What follows belongs to an exercise in optimizing a design on an open flow for small area; a production flow would make more cautious choices.
In this exercise RTL edits were held to simulation tests only and were not proved equivalent to the original.
No activity file was given, so power comes from the tool's default toggle rates.

==> design.v <==
module ct_meas (
    input  wire        clk,
    input  wire        rst,         
    input  wire        start,
    input  wire        mode,        
    input  wire [1:0]  chan,
    input  wire [15:0] raw,
    output wire        ready,
    output wire        done,
    output wire        accept,
    output wire [1:0]  chan_next,
    output wire [34:0] ohms,
    output wire [15:0] vmv,
    output wire [27:0] digits,
    output wire        alert
);
    localparam [1:0] ST_IDLE = 2'd0, ST_H = 2'd1, ST_D = 2'd2, ST_B = 2'd3;
    reg  [2:0]  ph;
    reg  [1:0]  st;
    reg  [5:0]  rc;
    reg         done_r;
    reg         mode_r, neg_r, acc_r;
    reg  [1:0]  chan_r;
    reg  [34:0] O;
    reg  [20:0] R;
    reg  [20:0] S;
    reg         osv, rsv, ssv;    
    reg         oc, dc, bc;       
    reg         mb;               
    reg         q;                
    wire ph0 = (ph == 3'd0);
    wire ph6 = (ph == 3'd6);
    wire sH  = (st == ST_H);
    wire sD  = (st == ST_D);
    wire sB  = (st == ST_B);
    assign ready = (st == ST_IDLE) && ph6;
    wire   cap   = start && ready;
    assign done  = done_r;
    wire signed [15:0] s_in  = raw;
    wire               s_low  = (s_in <= 16'sd8000);
    wire               s_high = (s_in >= 16'sd24000);
    wire               a_in   = mode || (!s_low && !s_high) ||
                                (chan == 2'd3 && s_low) || (chan == 2'd0 && s_high);
    wire [1:0]         cn_in  = a_in ? chan : (s_low ? chan + 2'd1 : chan - 2'd1);
    reg [19:0] kc;
    always @(*) begin
        if (mode_r) kc = 20'd5489;
        else case (chan_r)
            2'd0:    kc = 20'd986;
            2'd1:    kc = 20'd9750;
            2'd2:    kc = 20'd100000;
            default: kc = 20'd668000;
        endcase
    end
    reg [4:0] kchunk;
    always @(*) begin
        case (ph)
            3'd0:    kchunk = kc[4:0];
            3'd1:    kchunk = kc[9:5];
            3'd2:    kchunk = kc[14:10];
            3'd3:    kchunk = kc[19:15];
            default: kchunk = 5'd0;
        endcase
    end
    reg [2:0] c8k;
    always @(*) begin
        case (ph)
            3'd2:    c8k = 3'b101;
            3'd3:    c8k = 3'b111;
            3'd4:    c8k = 3'b001;
            default: c8k = 3'b000;
        endcase
    end
    wire inj4k = (rc == 6'd5) || (rc == 6'd6) || (rc == 6'd7) ||
                 (rc == 6'd8) || (rc == 6'd9) || (rc == 6'd11);
    wire [4:0] o6   = O[34:30];
    wire       h0   = sH && (rc == 6'd0);
    wire       h1   = sH && (rc == 6'd1);
    wire       mbit = ph0 ? ssv : mb;
    wire       op_en  = sH && !h0 && (mbit || (h1 && !mode_r));
    wire       negop  = !h1 && (mode_r ? neg_r : 1'b1);
    wire       negall = sB && (rc == 6'd35) && mode_r && neg_r;
    wire       inj_h  = h1 ? 1'b0 : (mode_r ? inj4k : mb);
    wire       inj    = sH ? inj_h : (sD ? q : osv);
    wire       sin    = ph0 ? inj : osv;
    wire [4:0] sw     = h0 ? 5'd0 : {o6[3:0], sin};
    wire [4:0] oa     = sw ^ {5{negall}};
    wire [4:0] ob     = op_en ? (kchunk ^ {5{negop}}) : 5'd0;
    wire       ocin   = ph0 ? ((op_en && negop) || negall) : oc;
    wire [5:0] osum   = {1'b0, oa} + {1'b0, ob} + {5'd0, ocin};
    wire [2:0] r6    = R[20:18];
    wire [2:0] s6    = S[20:18];
    wire       dact  = sD && (rc != 6'd0);
    wire [2:0] rsw   = {r6[1:0], ph0 ? osv : rsv};
    wire [2:0] schk  = mode_r ? c8k : s6;
    wire       dcin  = ph0 ? q : dc;
    wire [3:0] dsum  = {1'b0, rsw} + {1'b0, schk ^ {3{q}}} + {3'd0, dcin};
    wire [3:0] dig   = {s6[0], r6};
    wire       ge5   = (dig >= 4'd5);
    wire [2:0] adj   = ge5 ? (dig[2:0] - 3'd5) : dig[2:0];
    wire       bcin  = ph0 ? osv : bc;
    wire [3:0] bout  = (rc == 6'd0) ? 4'd0 : {adj, bcin};
    wire [20:0] sv = {raw, 5'b00000};
    wire [20:0] s_cap = {sv[2:0], sv[5:3], sv[8:6], sv[11:9], sv[14:12], sv[17:15], sv[20:18]};
    always @(posedge clk) begin
        O   <= {O[29:0], osum[4:0]};
        osv <= o6[4];
        oc  <= osum[5];
        R   <= {R[17:0], sD ? (dact ? dsum[2:0] : 3'd0) : bout[2:0]};
        rsv <= r6[2];
        dc  <= dsum[3];
        bc  <= ge5;
        if (cap) begin
            S   <= s_cap;
            ssv <= 1'b0;
        end else begin
            ssv <= s6[2];
            if (sH)      S <= {S[17:0], s6[1:0], ssv};
            else if (sB) S <= {S[17:0], s6[2:1], bout[3]};
            else         S <= {S[17:0], s6};
        end
        if (ph0) mb <= ssv;
        if (sH)
            q <= 1'b1;
        else if (sD && ph6)
            q <= !(dact && dsum[2]);
        if (cap) begin
            mode_r <= mode;
            neg_r  <= raw[15];
            acc_r  <= a_in;
            chan_r <= cn_in;
        end
        if (rst) begin
            ph     <= 3'd0;
            st     <= ST_IDLE;
            rc     <= 6'd0;
            done_r <= 1'b0;
        end else begin
            ph     <= ph6 ? 3'd0 : ph + 3'd1;
            done_r <= 1'b0;
            if (ph6) begin
                case (st)
                    ST_IDLE: if (start) begin st <= ST_H; rc <= 6'd0; end
                    ST_H:    if (rc == 6'd16) begin st <= ST_D; rc <= 6'd0; end
                             else rc <= rc + 6'd1;
                    ST_D:    if (rc == 6'd36) begin st <= ST_B; rc <= 6'd0; end
                             else rc <= rc + 6'd1;
                    default: if (rc == 6'd35) begin st <= ST_IDLE; done_r <= 1'b1; end
                             else rc <= rc + 6'd1;
                endcase
            end
        end
    end
    assign ohms = {O[4:0], O[9:5], O[14:10], O[19:15], O[24:20], O[29:25], O[34:30]};
    assign vmv  = ohms[15:0];
    assign digits = {S[0], R[2:0],   S[3], R[5:3],   S[6], R[8:6],   S[9], R[11:9],
                     S[12], R[14:12], S[15], R[17:15], S[18], R[20:18]};
    assign alert = !mode_r && (ohms[34:7] == 28'd0) && (ohms[6:0] <= 7'd80);
    assign accept    = acc_r;
    assign chan_next = chan_r;
endmodule
==> run.sh <==
#!/bin/bash
# synth_recipe.tcl (not shown) runs the flow's synth.tcl, then flattens the netlist and writes it again
# the make line also repeats each setting of config.mk as NAME=value (left out here)
make -C /OpenROAD-flow-scripts/flow DESIGN_CONFIG=/design/flow/config.mk WORK_HOME=/design/flow/orfs CLKGATE_MAP_FILE= SYNTH_SCRIPT=/design/flow/synth_recipe.tcl finish
==> config.mk <==
export PLATFORM = sky130hd
export DESIGN_NAME = ct_meas
export DESIGN_NICKNAME = ct_meas
export VERILOG_FILES = /design/flow/design.v
export SDC_FILE = /design/flow/constraint.sdc
export NUM_CORES = 4
export LEC_CHECK = 0
export CAP_MARGIN = 20
export CORE_MARGIN = 2
export CORE_UTILIZATION = 40
export SLEW_MARGIN = 20
==> constraint.sdc <==
create_clock -name core_clock -period 10.0 [get_ports {clk}]
set_input_delay 2.0000 -clock core_clock [delete_from_list [all_inputs] [get_ports {clk}]]
set_output_delay 2.0000 -clock core_clock [all_outputs]
set_load 0.01 [all_outputs]
==> results.cfg, run 1 <==
[finish]
fillCellCount = 982
final_util = 0.5161
nets = 561
drive_gt1_frac = 0.07617
post-route-cell-area_mm2 = 0.005570
fin_cells = 652
antennaDiodeCount = 0
layout_commonest_cell = clkdlybuf4s50_1
final_cell_mix = clkdlybuf4s50_1 (106), dfxtp_1 (97), ha_1 (28)
area_growth_syn_to_layout_pct = 26.77

[global_route]
antenna_found_initial = 0
grt_pass1_vias = 3146
grt_overflow_total = 0
track_usage = 0.1612
grt_max_degree = 27
grt_pass1_wl_um = 14980

[setup_path]
max_stage_delay_ns = 0.61
cpMaxStageDelayCell = edfxtp_1
critPathTopFamily = flip-flops
crit_type = flop to output pin
worstPathMaxFanout = 13
crit_required_ns = 8.00
reg2reg_to = O[4]$_DFF_P_
rrSetupSlack_ns = 6.87
path_cells = nor4_1 -> nand4_1 -> a211oi_1 -> clkdlybuf4s50_1
worstPathBufferInverterCount = 1
end_kind = output pin
crit_start = mode_r$_DFFE_PP_
reg2reg_depth = 14
endpoint = alert
worstPathArrival_ns = 2.34
path_depth = 4
r2r-start = ph[0]$_SDFF_PP0_
worst_setup_path_start_kind = flop

[pwr]
p_sw_uw = 317.6
power.internal_uw = 741.3
pwr-share-clk = 0.232
swShare = 0.2999
powerDensity_mw_per_mm2 = 190.1
power.share.sequential = 0.503
leakage_uw = 0.002230
comb_power_share = 0.265
ir_drop_v = 0.0001020

[cts]
hold_buffers = 0
cts_buffers = 9
clockBufferDepth = 2
ctsResizeCount = 0
root_buffer = clkbuf_8
clk_pin_slew_ns = 0.10
post_cts_buffers = 0
htree_levels = 3
clk_latency_ns = 0.36
cts_tree = built
clock_sinks = 102

[timing]
slew_headroom = 0.4257
final-hold-violation-count = 0
worst_pin_slew_ns = 0.8594
drv_slew = 0
rsz0062_at_grt = no
whs_ns = 0.3527
clock.fmax_ghz = 0.2307
setup_violations = 0
period_share = 0.4335
fin_tns_setup_ns = 0
period_needed_ns = 4.335
fin_skew_ns = 0.01015

[place]
dpl.hpwl_um = 7188
dpl.cell_count = 636
io_buffers = 106
placedInstanceArea_mm2 = 0.005391
gp_congestion = 0.8104

[synth]
synth-edff-count = 5
synth_top_family_by_area = simple AND/OR/NAND/NOR gates
synthDistinctLibCells = 60
synth_xor_area_frac = 0.03388
synth_adder_area_share = 0.09795
avgSynthCellArea_um2 = 10.29
ys_ff_latch = 102
synth-compound-area-share = 0.1125
yosysWarnings = 1
synthMuxAreaShare = 0.05638
synth_area_mm2 = 0.004394
synth-async-reset-ratio = 0
syn_inst = 427
ys_seq_area_frac = 0.4761
synth_simple_gate_area_frac = 0.1483
synth_fp_nets = 481
ys.flop_type = dfxtp_1

[route]
avgViaCountPerCell = 4.994
routedWlPerCell_um = 14.18
dr.pass1.iters = 4
wirelength_um = 9247
drc = 0
dr_total_vias = 3256
drt_iter0_drc = 135
ant_nets = 0

[flow_run]
maxCapViolations = 0

[floorplan]
die_w_um = 108.8
dieArea_mm2 = 0.01184
coreArea_mm2 = 0.01079
start_util = 0.4071
rows = 38
die_h_um = 108.8
io_pins = 107

[hold_path]
holdCritPathClass = flop to flop

[run_status]
outcome = complete, no violations
==> synthesized netlist by cell type, drive strengths merged (6+ instances only) <==
cell type  number  area (µm²)
nor3           16       91.34
xnor2           6       52.55
or3             6       37.54
buf            30       212.7
nor2           26       97.59
inv            23       86.33
nand2          21       78.83
xor2           11       96.34
o21ai          11       58.81
a21oi          20       100.1
clkbuf          7       26.28
and2           10       62.56
nor4            9       62.56
mux2i           9       90.09
a21o            6       45.04
ha             28       350.3
mux2           14       157.7
dfxtp          97        1942
nand3          10       50.05
==> metrics by stage <==
step / power [µW] / setup WS (ns)
2_1_floorplan: 681.0 / 6.422
3_3_place_gp: 822.3 / 5.866
3_5_place_dp: 826.6 / 5.830
4_1_cts: 1072 / 5.636
5_1_grt: 1120 / 5.552
6_report: 1059 / 5.665
==> flip-flops by register name, indices dropped and copies added, names as in the netlist, 2 cells and up <==
name / flops
ph: 3
rc: 6
O: 35
R: 21
chan_r: 2
st: 2
S: 21
==> power by group through the flow <==
stage          Combinational, µW  Sequential, µW  Clock, µW
2_1_floorplan                135             546          0
3_3_place_gp                 280             542          0
3_5_place_dp                 284             543          0
4_1_cts                      284             534        253
5_1_grt                      308             543        270
6_report                     281             532        246
==> per-layer routing <==
layer | part of all wire | vias up | track usage | routed length, µm
met5 | 0 | - | 0 | 0
met4 | 0.018 | 0 | 0.06044 | 165
met3 | 0.065 | 15 | 0.03945 | 599
met2 | 0.46 | 116 | 0.2607 | 4268
met1 | 0.46 | 1500 | 0.2083 | 4214
li1 | - | 1625 | - | -
==> how the worst min path moves through the flow <==
stage,depth (start not counted),start,slack [ns],end
3_5_place_dp,0,R[4]$_DFF_P_,0.34,R[7]$_DFF_P_
5_1_grt,0,R[1]$_DFF_P_,0.36,R[4]$_DFF_P_
6_report,0,R[1]$_DFF_P_,0.35,R[4]$_DFF_P_
2_1_floorplan,0,R[7]$_DFF_P_,0.38,R[10]$_DFF_P_
4_1_cts,0,R[1]$_DFF_P_,0.35,R[4]$_DFF_P_
3_3_place_gp,0,R[1]$_DFF_P_,0.33,R[4]$_DFF_P_
==> area by class of cell <==
type,instances,area [µm²],area share
clock buffers,10,127.6,0.02291
clock inverters,6,51.30,0.009209
inverters,24,90.09,0.01617
multi-input cells,264,1973,0.3542
flip-flops and latches,102,2092,0.3756
well taps,140,175.2,0.03145
repair buffers,106,1061,0.1905
==> kinds of logic after synthesis <==
group,count (synthesis)
xor+xnor,17
flops,102
simple gates,122
buf+inv,61
mux,23
compound gates,70
fa+ha+maj,32
==> run 2: changes to the inputs <==
==> flow/run.sh (new file) <==
#!/bin/bash
set -e
export BUFFER_PORTS_ARGS="-buffer_cell sky130_fd_sc_hd__buf_1"
bash standard.sh > standard.log 2>&1
==> standard.sh (new file) <==
#!/bin/bash
# synth_recipe.tcl (not shown) runs the flow's synth.tcl, then flattens the netlist and writes it again
# the make line also repeats each setting of config.mk as NAME=value (left out here)
make -C /OpenROAD-flow-scripts/flow DESIGN_CONFIG=/design/flow/config.mk WORK_HOME=/design/flow/orfs CLKGATE_MAP_FILE= SYNTH_SCRIPT=/design/flow/synth_recipe.tcl "${@:-finish}"
--- a/config.mk
+++ b/config.mk
@@ -6,6 +6,7 @@
 export NUM_CORES = 4
 export LEC_CHECK = 0
+export ABC_AREA = 1
 export CAP_MARGIN = 20
 export CORE_MARGIN = 2
-export CORE_UTILIZATION = 40
+export CORE_UTILIZATION = 70
 export SLEW_MARGIN = 20
removed: run.sh
==> run 2 against run 1 <==
Against the previous run: still clean on timing, DRC and antenna; via count increased by 13%; core utilization is 27 points higher; die area fell by 40%; synthesized cell count grew 27%; design area fell by 11%; non-clock buffer count did not move; sequential power rose by about 10%; highest routed layer unchanged.
==> results.cfg, run 2 <==
[timing]
setup_slack_ns = 6.313
period_share = 0.3687
slew_headroom = 0.5220
final-hold-violation-count = 0
period_needed_ns = 3.687
clock.fmax_ghz = 0.2712
setup_violations = 0
worst_pin_slew_ns = 0.7153
rsz0062_at_grt = no
fin_tns_setup_ns = 0
drv_slew = 0
fin_skew_ns = 0.01247

[cts]
hold_buffers = 0
clockBufferDepth = 2
htree_levels = 3
clk_pin_slew_ns = 0.10
ctsResizeCount = 0
post_cts_buffers = 0
clock_sinks = 102
root_buffer = clkbuf_8
clk_latency_ns = 0.37
cts_buffers = 9
cts_tree = built

[pwr]
leakage_uw = 0.002299
ir_drop_v = 0.0002347
power_uw = 1108
powerDensity_mw_per_mm2 = 223.5

[route]
dr.pass1.iters = 4
drt_iter0_drc = 149
avgViaCountPerCell = 5.174
drc = 0
routedWlPerCell_um = 12.54
dr_total_vias = 3679
ant_nets = 0
wirelength_um = 8913

[synth]
avgSynthCellArea_um2 = 8.269
ys_seq_area_frac = 0.4651
ys.flop_type = dfxtp_1
synth_common_cells = nand2_1 (114), dfxtp_1 (97), inv_1 (62), nor2_1 (60), o21ai_0 (30)
yosysWarnings = 1
synth_fp_nets = 598
yosysMostFrequentCell = nand2_1
yosysTopAreaCellShare = 0.4317
syn_inst = 544
synth-async-reset-ratio = 0
synth-edff-count = 5
synthTopCellsByArea = dfxtp_1 (43%), nand2_1 (9.5%), ha_1 (7.8%), inv_1 (5.2%), nor2_1 (5.0%)
ys_ff_latch = 102
synth_area_mm2 = 0.004498
synth_area_leader_cell = dfxtp_1
synthDistinctLibCells = 36

[setup_path]
rrSetupSlack_ns = 7.23
worst_setup_path_start_kind = flop
end_kind = output pin
worstPathMaxFanout = 17
crit_required_ns = 8.00
crit_type = flop to output pin
worstPathArrival_ns = 1.69

[place]
pre_cts_slack_ns = 6.645
dpl.hpwl_um = 6991
gp_congestion = 0.8887
io_buffers = 106

[floorplan]
coreArea_mm2 = 0.006277
io_pins = 107
die_h_um = 84.16
die_w_um = 84.16
rows = 29
start_util = 0.7166
dieArea_mm2 = 0.007083

[run_status]
outcome = complete, no violations

[global_route]
grt_pass1_vias = 3315
track_usage = 0.2603
use_met3 = 0.06785
antenna_found_initial = 0
grt.busiest_layer = met2
grt_overflow_total = 0
grt_max_degree = 25
grt_use_met1 = 0.3057
grtUsageMet2 = 0.4618
grt_pass1_wl_um = 14690

[finish]
top_regs = O: 35 flops, R: 21 flops, S: 21 flops
layout_commonest_cell = nand2_1
final_util = 0.7899
nets = 684
area_growth_syn_to_layout_pct = 10.24
largest-register = O
antennaDiodeCount = 0
final_cell_mix = nand2_1 (114), buf_1 (106), dfxtp_1 (97)
largest_reg_flops = 35
drive_gt1_frac = 0.05678

[hold_path]
holdCritPathClass = flop to flop

[flow_run]
maxCapViolations = 0
-- run 2: cell count changes in the layout (fill, tap and decap cells not counted), moves of 6 or more --
cell / previous run / this run
a21o_1: 6 / 0
a21oi_1: 20 / 11
and2_1: 10 / 0
buf_1: 0 / 106
clkdlybuf4s50_1: 106 / 0
inv_1: 22 / 62
mux2_2: 14 / 0
mux2i_1: 9 / 1
nand2_1: 21 / 114
nand3_1: 10 / 29
nor2_1: 26 / 60
nor3_1: 15 / 5
o21ai_0: 10 / 30
or3_1: 6 / 0
-- run 2: cell families (layout without fill, tap and decap cells) --
group | Yosys count | count (layout) | share of synthesized area
AND/OR/NAND/NOR | 237 | 237 | 0.2300
flip-flops | 102 | 102 | 0.4651
XOR/XNOR | 15 | 15 | 0.02921
AO/OA/AOI/OAI | 58 | 58 | 0.07344
buffers and inverters | 99 | 189 | 0.1043
multiplexers | 1 | 1 | 0.002225
adder cells (fa/ha/maj) | 32 | 32 | 0.09569
-- run 2: cell type report --
type,instances,area (µm²)
Clock buffer,9,123.9
Clock inverter,6,53.80
Fill cell,469,1319
Inverter,68,257.7
Multi-Input combinational cell,343,1937
Sequential cell,102,2092
Tap cell,77,96.34
Timing Repair Buffer,106,397.9
-- run 2: worst paths after layout --
check | end | cells past startpoint | from
max | alert | 4 | mode_r$_DFFE_PP_
min | R[4]$_DFF_P_ | 0 | R[1]$_DFF_P_
max reg2reg | O[4]$_DFF_P_ | 12 | st[0]$_SDFFE_PP0P_
min reg2reg | R[4]$_DFF_P_ | 0 | R[1]$_DFF_P_
-- run 2: routing by layer --
| metal | vias to the layer above | wire length (µm) |
|---|---|---|
| li1 | 1881 | - |
| met1 | 1665 | 3792 |
| met2 | 120 | 4462 |
| met3 | 13 | 495 |
| met4 | 0 | 163 |
| met5 | - | 0 |
-- run 2: worst max-delay path, cell delays in order (launching register included) --
cell      delay (ns)
edfxtp_1        0.64
nor2_1          0.20
nand4_1         0.11
nor3b_1         0.20
buf_1           0.18
-- run 2: per-stage QoR --
| step | hold slack (ns) | instances | cell area (µm²) |
|---|---|---|---|
| 2_1_floorplan | 0.3817 | 544 | 4498 |
| 3_3_place_gp | 0.3305 | 696 | 4781 |
| 3_5_place_dp | 0.3375 | 696 | 4781 |
| 4_1_cts | 0.3565 | 711 | 4959 |
| 5_1_grt | 0.3623 | 711 | 4959 |
| 6_report | 0.3541 | 711 | 4959 |
-- run 2: where the power goes --
group / internal, µW / switching (µW)
logic: 104 / 182
registers: 511 / 75.3
clock network: 93.4 / 143
total: 708 / 401

-- afterwards: timing with drivers on the ports --
The results above use ideal ports. As a check the final layouts listed here were re-extracted and re-timed, cells and wires unchanged. Step 1 (the two cells are an assumption about what drives the block):
set clk [get_ports {clk}]
set_driving_cell -lib_cell sky130_fd_sc_hd__clkbuf_16 $clk
set_driving_cell -lib_cell sky130_fd_sc_hd__buf_2 [delete_from_list [all_inputs] $clk]
Step 2 moves the port delays by t, midway between the first and last clock arrival at a register: inputs arrive t later, outputs are due t later. That takes back most of the time a late clock gives input paths. Three values: ideal ports, drivers, drivers and shift; two values: the first two.
run | shift t [ns] | setup WS [ns] | latest minus earliest clock arrival (ns) | worst data-port slew with drivers (ns)
run 1 | 0.393 | 5.665 / 5.630 / 5.854 | 0.010 / 0.011 | 0.03
run 2 | 0.394 | 6.313 / 6.280 / 6.639 | 0.013 / 0.014 | 0.04
After both steps setup and hold are still met in every run listed.
